Source: an optimization exercise on an open RTL-to-GDS flow (aim: small area). Production flows keep margins and buffers that such runs may drop.
RTL that was checked went through simulation tests only; none was proved equivalent to the original.
Power figures rest on the tool's default switching activity, not on a simulated workload.

run 1:
Design idxfp, start of the top module:
module idxfp (
    input             clk,
    input             rst,             
    input             reset_capable,   
    input             poll,
    input      [31:0] now,
    output            busy,
    input             rx_avail,
    input       [7:0] rx_data,
    output            rx_pop,
    output            rdr_rst_n,
    output            ev_read,
    output            ev_remove,
    output     [39:0] ev_tag,
    input             cfg_req,
    input             cfg_we,
    input       [1:0] cfg_addr,
    input      [31:0] cfg_wdata,
    output     [31:0] cfg_rdata
);
    localparam [31:0] WAIT_RESET = 32'd1000;
    localparam E_CHK = 0;
    localparam E_FRM = 1;
    localparam E_HEX = 2;
    localparam E_OVF = 3;
    reg         busy_q;      
    reg  [5:0]  cnt;         
    reg         seen;        
    reg  [31:0] now_q;       
    reg         cy;          
    reg  [7:0]  fb [0:5];
    reg  [3:0]  hold;
    reg  [3:0]  ncnt;
    reg         fd_err;
    reg         in_frame;
    reg         await;       
    reg  [32:0] deadline;
    reg  [39:0] last_tag;    
    reg  [31:0] wait_n;      
    reg  [1:0]  ev_en;
    reg  [3:0]  errstat;
    wire       is_stx  = (rx_data == 8'h02);
    wire       is_etx  = (rx_data == 8'h03);
    wire       is_pad  = (rx_data == 8'h0D) || (rx_data == 8'h0A);
    wire       is_hexd = (rx_data[7:4] == 4'h3) && (rx_data[3:0] <= 4'h9);
  ...
Size: about 640 cells after synthesis, about 160 I/O pins.
clock: 8.0 ns
lec_check: 0
cap_margin: 20
core_margin: 2
core_utilization: 65
place_density: 0.8
slew_margin: 20
standard.sh (not shown) runs the stock make flow with config.mk's settings and CLKGATE_MAP_FILE= SYNTH_SCRIPT=/design/flow/synth_recipe.tcl, a recipe that flattens the netlist after the stock synthesis.
==> flow/flow/run.sh <==
#!/bin/bash
# The standard layout (standard.sh), with three changes:
#  - synthesis is ORFS's, run by standard.sh, except that ABC maps the logic
#    between the registers with an area-oriented script (flow/area.abc, put in
#    place of abc_speed.script in a copy of ORFS's scripts); the registers
#    come out as in the standard synthesis;
#  - port buffers use the smallest buffer (buf_1);
#  - the clock tree uses clkbuf_4 sink buffers over clusters of at most 10
#    flip-flops, and no dummy loads.
set -euo pipefail
export BUFFER_PORTS_ARGS="-buffer_cell sky130_fd_sc_hd__buf_1"
export CTS_ARGS="-sink_clustering_enable -repair_clock_nets -dont_use_dummy_load -buf_list sky130_fd_sc_hd__clkbuf_4 -sink_clustering_size 11 -sink_clustering_max_diameter 70"
rm -rf scripts_area
cp -r "$FLOW_HOME/scripts" scripts_area
cp flow/area.abc scripts_area/abc_speed.script
SCRIPTS_DIR=$PWD/scripts_area bash standard.sh synth > synth.log 2>&1
bash standard.sh finish > standard.log 2>&1
==> flow/flow/area.abc <==
&get -n
&st
&syn3
&dch -f
&nf -a -R 1000
&st
&syn3
&dch -f
&nf -a -R 1000
&put
strash
dch -f
amap
strash
dch -f
amap
topo
> inputs changed (run 1 -> run 2)
-- flow/flow/run.sh --
<<< run 1, line 11
export BUFFER_PORTS_ARGS="-buffer_cell sky130_fd_sc_hd__buf_1"
export CTS_ARGS="-sink_clustering_enable -repair_clock_nets -dont_use_dummy_load -buf_list sky130_fd_sc_hd__clkbuf_4 -sink_clustering_size 11 -sink_clustering_max_diameter 70"
rm -rf scripts_area
>>> run 2, line 11
export BUFFER_PORTS_ARGS="-buffer_cell sky130_fd_sc_hd__buf_1"
export CTS_ARGS="-sink_clustering_enable -repair_clock_nets -dont_use_dummy_load -buf_list sky130_fd_sc_hd__clkbuf_2 -sink_clustering_size 6 -sink_clustering_max_diameter 30"
rm -rf scripts_area
--- outcome ---
Fraction of power consumed by combinational cells: run 2 vs run 1 — no meaningful difference
On power share of the clock group: between run 1 and run 2, it ends up lower for run 1.
Run 2 consumes more power than run 1 does.
Relative to run 1, the final cell area reported for run 2 is higher.
Summary of the comparison: H-tree depth is higher in run 2, relative to run 1.
Final standard cell count with taps included and fillers excluded on run 2 is up relative to run 1.
Looking at worst setup slack across run 1 and run 2, the one that comes out higher is run 1.
> inputs changed (run 2 -> run 3)
- PLACE_DENSITY changed from 0.8 to 0.95
- CORE_UTILIZATION changed from 65 to 70
-- flow/flow/run.sh --
<<< run 2, line 11
export BUFFER_PORTS_ARGS="-buffer_cell sky130_fd_sc_hd__buf_1"
export CTS_ARGS="-sink_clustering_enable -repair_clock_nets -dont_use_dummy_load -buf_list sky130_fd_sc_hd__clkbuf_2 -sink_clustering_size 6 -sink_clustering_max_diameter 30"
rm -rf scripts_area
>>> run 3, line 11
export BUFFER_PORTS_ARGS="-buffer_cell sky130_fd_sc_hd__buf_1"
export CTS_ARGS="-sink_clustering_enable -repair_clock_nets -dont_use_dummy_load -buf_list sky130_fd_sc_hd__clkbuf_4 -sink_clustering_size 10 -sink_clustering_max_diameter 40"
rm -rf scripts_area
Findings:
Relative to run 2, share of the core filled with cells increased by 6.7 points in run 3.
Standard-cell row count: run 3 vs run 2 down about 5%
Share of the cycle needed by the critical path after routing was higher in the run labelled run 2.
Relative to run 2, run 3 degrades worst setup slack after placement.
Worst-margin pin slew ends up higher on run 3.
In run 3, the internal power contribution came out 0.0074 mW above the value in run 2.
| die area | run 3 vs run 2 | better |
Summary: with run 2 as the reference, well-tap cell count in run 3 moved down by a few percent.
Run 3 vs run 2 on clock power: run 3 is the lower one.
Input-level comparison between run 4 and run 3:
- changing PLACE_DENSITY from 0.95 to 0.8
- changing CORE_UTILIZATION from 70 to 65
### Flow results
Run 4 ran to completion and came out clean on the timing, DRC and antenna checks. Run 4: power 0.0062 mW above run 3. Looking only at final critical delay including setup and external delays, and setting everything else aside, the lower value of run 4 and run 3 goes to run 3. [compare] base=run 3 new=run 4: largest incremental delay on the critical path essentially unchanged; instance area after placement was more or less identical. Compared with run 3, the detailed router inserted fewer vias in run 4. Lower first-pass GRT wire length goes to run 4 over run 3. On final worst slack, run 3 beats run 4. Clock network fraction of total power, run 4 and run 3, higher one = run 4.

## job 8376
Another version of the RTL of idxfp (not shown whole).
Size: about 690 cells after synthesis, roughly 8400 um2 of cells after synthesis.
clock: 8.0 ns
lec_check: 0
cap_margin: 20
core_margin: 2
core_utilization: 40
slew_margin: 20
==> flow/flow/run.sh <==
#!/bin/bash
set -e
export BUFFER_PORTS_ARGS="-buffer_cell sky130_fd_sc_hd__buf_1"
export CTS_ARGS="-sink_clustering_enable -repair_clock_nets -dont_use_dummy_load -buf_list sky130_fd_sc_hd__clkbuf_8"
bash standard.sh > standard.log 2>&1
The flow did not stop early for job 8376: all stages ran, and the layout cleared the timing, DRC and antenna checks.
For job 3485, these inputs were changed with respect to job 8376:
==> flow/flow/run.sh <==
#!/bin/bash
set -e
export BUFFER_PORTS_ARGS="-buffer_cell sky130_fd_sc_hd__buf_1"
export CTS_ARGS="-sink_clustering_enable -repair_clock_nets -dont_use_dummy_load -buf_list sky130_fd_sc_hd__clkbuf_16 -sink_clustering_size 32 -sink_clustering_max_diameter 80"
bash standard.sh > standard.log 2>&1
Notes after the runs:
Diff job 3485..job 8376 | number of instances in the synthesized netlist | unchanged
Job 3485 vs. job 8376: proportion of power drawn by the clock network decreased by 6.9 points relative to the old numbers; final instance area -2.4%; number of global-route vias before repair has decreased; global-route usage now smaller; transition at the pin with the smallest max-transition slack about even.
Route | job 3485 vs job 8376 | wire shorter in job 3485
Between job 3485 and job 8376, it is job 3485 whose layout buffering overhead excluding clock cells is higher, by 0.16 points.
On job 3485: minimum clock period is 0.011 ns higher than what job 8376 gave.
Across both runs, smallest setup slack after layout was lower for job 3485 than for job 8376.
Any difference in highest attainable clock frequency between job 8376 and job 3485 is small enough to ignore.
### job 3485 -> job 416
==> flow/flow/run.sh <==
#!/bin/bash
set -e
export BUFFER_PORTS_ARGS="-buffer_cell sky130_fd_sc_hd__buf_1"
bash standard.sh > standard.log 2>&1
## What came out
- Re wire length of the first global-routing pass: job 3485 and job 416 aren't equal, and the higher value belongs to job 416.
- Taking job 3485 as the reference, in job 416 power of the clock network saw an increase, setup slack grew by 0.026 ns, share of the core filled with cells in the final layout +2.4 points, share of final layout cell area taken by non-clock buffers -0.34 points.
- In job 416, the wire length came out 2.0% above the value in job 3485.
- Max maximum clock rate across job 3485 and job 416: job 416
- Any difference in met1 usage in global routing between job 3485 and job 416 is small enough to ignore.
- Job 416 -> job 3485: number of cells on the critical path delta 0, exact match
- On total die area, job 3485 and job 416 are basically level.
- Job 416 reports a higher count of clock buffers in the final design than job 3485 does.
Setup changes, job 416 to job 1153
diff --git a/flow/flow/run.sh b/flow/flow/run.sh
--- a/flow/flow/run.sh
+++ b/flow/flow/run.sh
@@ -3,0 +4 @@
+export CTS_ARGS="-sink_clustering_enable -repair_clock_nets -dont_use_dummy_load -buf_list sky130_fd_sc_hd__clkbuf_4 -sink_clustering_size 20"
Results
Job 416 -> job 1153: HPWL reported at the end of detailed placement delta 0, exact match. On per-cell via count in the routed design: job 1153 sits above job 416. Job 1153 vs job 416: met1 usage down in job 1153. | worst setup slack | job 416 vs job 1153 | ≈ equal |. | ratio of final minimum period to clock period | job 416 vs job 1153 | ≈ equal |. Compared to job 416, job 1153 has length of routed met3 wiring 20% higher. Of job 1153 and job 416, it is job 1153 that has the lower cell-internal power. From job 416 to job 1153, maximum count of clock buffers along a single path did not move at all. Where worst hold slack is concerned, job 416 is better than job 1153.

Another version of the RTL of idxfp (not shown whole).
Size in the first run: ~210 flip-flops, ~160 I/O pins.
==> flow/config.mk <==
export PLATFORM = sky130hd
export DESIGN_NAME = idxfp
export DESIGN_NICKNAME = idxfp
export VERILOG_FILES = /design/flow/design.v
export SDC_FILE = /design/flow/constraint.sdc
export NUM_CORES = 4
export LEC_CHECK = 0
export CAP_MARGIN = 20
export CORE_MARGIN = 2
export CORE_UTILIZATION = 65
export GPL_TIMING_DRIVEN = 0
export PLACE_DENSITY = 0.8
export SLEW_MARGIN = 20
==> flow/constraint.sdc <==
create_clock -name core_clock -period 8.0 [get_ports {clk}]
set_input_delay 1.6000 -clock core_clock [delete_from_list [all_inputs] [get_ports {clk}]]
set_output_delay 1.6000 -clock core_clock [all_outputs]
set_load 0.01 [all_outputs]
==> flow/flow/run.sh <==
#!/bin/bash
# The standard layout (standard.sh), with three changes:
#  - synthesis is ORFS's, run by standard.sh, except that ABC maps the logic
#    between the registers with an area-oriented script (flow/area.abc, put in
#    place of abc_speed.script in a copy of ORFS's scripts); the registers
#    come out as in the standard synthesis;
#  - port buffers use the smallest buffer (buf_1);
#  - the clock tree uses clkbuf_4 sink buffers over clusters of at most 10
#    flip-flops, and no dummy loads.
set -euo pipefail
export BUFFER_PORTS_ARGS="-buffer_cell sky130_fd_sc_hd__buf_1"
export CTS_ARGS="-sink_clustering_enable -repair_clock_nets -dont_use_dummy_load -buf_list sky130_fd_sc_hd__clkbuf_4 -sink_clustering_size 10 -sink_clustering_max_diameter 40"
rm -rf scripts_area
cp -r "$FLOW_HOME/scripts" scripts_area
cp flow/area.abc scripts_area/abc_speed.script
SCRIPTS_DIR=$PWD/scripts_area bash standard.sh synth > synth.log 2>&1
bash standard.sh finish > standard.log 2>&1
Scripts as last shown in full above: flow/flow/area.abc
Then changed:
Settings changed: GPL_TIMING_DRIVEN 0 to not set.
After rerunning: Power grows by 0.65%. Wire length went up by 4.3%. Utilization is lower by 0.61 points. Sequential share of layout area went up by 0.49 points. Final area drops by 0.79%.
No functional check of the RTL was part of any run of this note.

run A:
idxfp, a different RTL version from the one above (not shown whole).
Size in the first run: about 160 I/O pins, about 8000 um^2 of cells after synthesis.
clock: 8.0 ns
lec_check: 0
cap_margin: 20
core_margin: 2
core_utilization: 40
slew_margin: 20
==> flow/flow/run.sh <==
#!/bin/bash
# The standard layout (standard.sh), with three changes:
#  - synthesis is ORFS's, run by standard.sh, except that ABC maps the logic
#    between the registers with an area-oriented script (flow/area.abc, put in
#    place of abc_speed.script in a copy of ORFS's scripts); the registers
#    come out as in the standard synthesis;
#  - port buffers use the smallest buffer (buf_1);
#  - the clock tree uses clkbuf_8 sink buffers over clusters of at most 16
#    flip-flops, and no dummy loads.
set -euo pipefail
export BUFFER_PORTS_ARGS="-buffer_cell sky130_fd_sc_hd__buf_1"
export CTS_ARGS="-sink_clustering_enable -repair_clock_nets -dont_use_dummy_load -buf_list sky130_fd_sc_hd__clkbuf_8 -sink_clustering_size 16 -sink_clustering_max_diameter 60"
rm -rf scripts_area
cp -r "$FLOW_HOME/scripts" scripts_area
cp flow/area.abc scripts_area/abc_speed.script
SCRIPTS_DIR=$PWD/scripts_area bash standard.sh synth > synth.log 2>&1
bash standard.sh finish > standard.log 2>&1
==> flow/flow/area.abc <==
&get -n
&st
&syn2
&dch -f
&nf -a -R 1000
&st
&syn2
&dch -f
&nf -a -R 1000
&put
strash
dch -f
amap
strash
dch -f
amap
topo
Here is what was changed in the inputs of run B compared with run A.
# run A
export LEC_CHECK = 0
export CAP_MARGIN = 20
export CORE_MARGIN = 2
export CORE_UTILIZATION = 40
export SLEW_MARGIN = 20
create_clock -name core_clock -period 8.0 [get_ports {clk}]
# run B
export LEC_CHECK = 0
export CAP_MARGIN = 20
export CORE_MARGIN = 2
export CORE_UTILIZATION = 65
export PLACE_DENSITY = 0.8
export SLEW_MARGIN = 20
create_clock -name core_clock -period 8.0 [get_ports {clk}]
diff --git a/flow/flow/run.sh b/flow/flow/run.sh
--- a/flow/flow/run.sh
+++ b/flow/flow/run.sh
@@ -11,3 +11,3 @@
 export BUFFER_PORTS_ARGS="-buffer_cell sky130_fd_sc_hd__buf_1"
-export CTS_ARGS="-sink_clustering_enable -repair_clock_nets -dont_use_dummy_load -buf_list sky130_fd_sc_hd__clkbuf_8 -sink_clustering_size 16 -sink_clustering_max_diameter 60"
+export CTS_ARGS="-sink_clustering_enable -repair_clock_nets -dont_use_dummy_load -buf_list sky130_fd_sc_hd__clkbuf_4 -sink_clustering_size 10 -sink_clustering_max_diameter 40"
 rm -rf scripts_area
[summary]
- Against run A, area of the placeable core in run B fell by more than a quarter.
- Per-cell routed wire length (run B vs. run A) increases by a little under 10%
- The clock tree buffer count of the final layout reported for run B is greater than that of run A by 9.
- The total congestion overflow on run A is in line with that on run B.
- Comparing run A and run B, the higher areal power density over the cells is on run A.
- Going from run A to run B, number of fill cells shrank by more than half.
- Total power: run B < run A
### run B -> run C
# run B
export LEC_CHECK = 0
export CAP_MARGIN = 20
export CORE_MARGIN = 2
export CORE_UTILIZATION = 65
export PLACE_DENSITY = 0.8
export SLEW_MARGIN = 20
create_clock -name core_clock -period 8.0 [get_ports {clk}]
# run C
export LEC_CHECK = 0
export CAP_MARGIN = 20
export CORE_MARGIN = 2
export CORE_UTILIZATION = 40
export SLEW_MARGIN = 20
create_clock -name core_clock -period 8.0 [get_ports {clk}]
==> flow/flow/run.sh <==
#!/bin/bash
set -e
export BUFFER_PORTS_ARGS="-buffer_cell sky130_fd_sc_hd__buf_1"
export CTS_ARGS="-sink_clustering_enable -repair_clock_nets -dont_use_dummy_load -buf_list sky130_fd_sc_hd__clkbuf_8 -sink_clustering_size 16 -sink_clustering_max_diameter 60"
bash standard.sh > standard.log 2>&1
removed: flow/flow/area.abc
### Flow results
Final RePlAce weighted congestion (run C vs. run B) decreases by a few percent
Run B has higher clock network latency to the later pin of the worst-skew pair than run C.
Summary of run C over run B: relative slew slack now sits higher; combinational share of power grew by 1.5 points; power shows an increase of about 4%; share of total power consumed by net switching fell by 0.42 points; cell count after synthesis went down 44.
Across both runs, chip height was higher for run C than for run B.
Changes observed in run C relative to run B: setup slack of the critical path after layout went up; synthesized area went up.
Run C vs run B on clock group share of total power: run C is the higher one.

v3:
Starting RTL as in the previous note.
Settings: LEC_CHECK=0, CAP_MARGIN=20, CORE_MARGIN=2, CORE_UTILIZATION=65, PLACE_DENSITY=0.8, SLEW_MARGIN=20; clock period 8.0 ns.
==> flow/flow/run.sh <==
#!/bin/bash
# The standard layout (standard.sh), with three changes:
#  - synthesis is ORFS's, run by standard.sh, except that ABC maps the logic
#    between the registers with an area-oriented script (flow/area.abc, put in
#    place of abc_speed.script in a copy of ORFS's scripts); the registers
#    come out as in the standard synthesis;
#  - port buffers use the smallest buffer (buf_1);
#  - the clock tree uses clkbuf_8 sink buffers over clusters of at most 16
#    flip-flops, and no dummy loads.
set -euo pipefail
export BUFFER_PORTS_ARGS="-buffer_cell sky130_fd_sc_hd__buf_1"
export CTS_ARGS="-sink_clustering_enable -repair_clock_nets -dont_use_dummy_load -buf_list sky130_fd_sc_hd__clkbuf_16 -root_buf sky130_fd_sc_hd__clkbuf_8 -sink_clustering_size 28 -sink_clustering_max_diameter 50"
rm -rf scripts_area
cp -r "$FLOW_HOME/scripts" scripts_area
cp flow/area.abc scripts_area/abc_speed.script
SCRIPTS_DIR=$PWD/scripts_area bash standard.sh synth > synth.log 2>&1
bash standard.sh finish > standard.log 2>&1
==> flow/flow/area.abc <==
&get -n
&st
&syn2
&dch -f
&nf -a -R 1000
&st
&syn2
&dch -f
&nf -a -R 1000
&put
strash
dch -f
amap
strash
dch -f
amap
topo
v3 finished every step from synthesis to the final layout, and the layout passed the timing, DRC and antenna checks.
Input changes introduced in v27 (baseline for comparison: v3):
Settings: CORE_UTILIZATION changed from 65 to 40; PLACE_DENSITY removed (was 0.8).
-- flow/flow/run.sh --
<<< v3, line 10
set -euo pipefail
export BUFFER_PORTS_ARGS="-buffer_cell sky130_fd_sc_hd__buf_1"
export CTS_ARGS="-sink_clustering_enable -repair_clock_nets -dont_use_dummy_load -buf_list sky130_fd_sc_hd__clkbuf_16 -root_buf sky130_fd_sc_hd__clkbuf_8 -sink_clustering_size 28 -sink_clustering_max_diameter 50"
rm -rf scripts_area
cp -r "$FLOW_HOME/scripts" scripts_area
>>> v27, line 10
set -euo pipefail
export BUFFER_PORTS_ARGS="-buffer_cell sky130_fd_sc_hd__buf_1"
export CTS_ARGS="-sink_clustering_enable -repair_clock_nets -dont_use_dummy_load -buf_list sky130_fd_sc_hd__clkbuf_8 -sink_clustering_size 16 -sink_clustering_max_diameter 60"
rm -rf scripts_area
cp -r "$FLOW_HOME/scripts" scripts_area
==> flow/flow/area.abc <==
&get -n
&st
&deepsyn -T 60
&nf -a -R 1000
&put
==> results.txt <==
Diff v3 -> v27 | largest net degree at the start of global routing | decrease of 37%. When v27 is set beside v3, its maximum cell stage delay along the critical path turns out to be 0.09 ns smaller. v27 vs v3: ratio of total power to cell area down. Number of buffers created by CTS: v27 vs v3 up 3.

-- static timing again, ports no longer ideal --
In the flow no input, the clock included, has a driving cell. The finished layouts below were timed again as built, in two steps.
Step 1 assumes that a clkbuf_16 drives the clock port and a buf_2 every other input.
Step 2 moves the port delays by t, midway between the first and last clock arrival at a register: inputs arrive t later, outputs are due t later. That takes back most of the time a late clock gives input paths.
a / b / c = ideal / step 1 / step 2; a / b = the first two.
run | shift t [ns] | setup slack, ns | hold slack, ns | slew at the worst register clock pin (ns)
run 1 | 0.608 | 3.258 / 3.225 / 3.362 | 0.316 / 0.316 / 0.316 | 0.12 / 0.12
run 2 | 0.679 | 3.205 / 3.169 / 3.315 | 0.410 / 0.410 / 0.410 | 0.12 / 0.12
run 3 | 0.610 | 3.274 / 3.240 / 3.452 | 0.399 / 0.399 / 0.399 | 0.11 / 0.11
run 4 | 0.625 | 3.265 / 3.230 / 3.336 | 0.398 / 0.398 / 0.398 | 0.11 / 0.11
job 8376 | 0.528 | 4.005 / 3.982 / 3.585 | 0.399 / 0.399 / 0.399 | 0.06 / 0.06
job 3485 | 0.494 | 3.994 / 3.971 / 3.579 | 0.399 / 0.399 / 0.399 | 0.12 / 0.12
job 416 | 0.550 | 4.020 / 3.997 / 3.593 | 0.404 / 0.404 / 0.404 | 0.06 / 0.06
job 1153 | 0.653 | 4.020 / 3.996 / 3.570 | 0.372 / 0.372 / 0.372 | 0.07 / 0.07
the first run of note 3 | 0.619 | 3.235 / 3.201 / 3.234 | 0.372 / 0.372 / 0.372 | 0.11 / 0.11
the second run of note 3 | 0.643 | 3.242 / 3.207 / 3.161 | 0.363 / 0.363 / 0.363 | 0.11 / 0.11
run A | 0.532 | 3.756 / 3.746 / 3.240 | 0.391 / 0.391 / 0.391 | 0.11 / 0.11
run B | 0.599 | 3.744 / 3.729 / 3.158 | 0.366 / 0.366 / 0.366 | 0.11 / 0.11
run C | 0.524 | 4.068 / 4.032 / 3.707 | 0.411 / 0.411 / 0.411 | 0.10 / 0.10
v3 | 0.524 | 3.678 / 3.693 / 3.169 | 0.394 / 0.394 / 0.394 | 0.09 / 0.09
v27 | 0.514 | 4.070 / 4.030 / 3.693 | 0.362 / 0.362 / 0.362 | 0.10 / 0.10
After both steps setup and hold are still met in every run listed. For run B, which loses most, drivers alone change the setup slack by -0.015 ns; drivers and shift together by -0.586 ns.
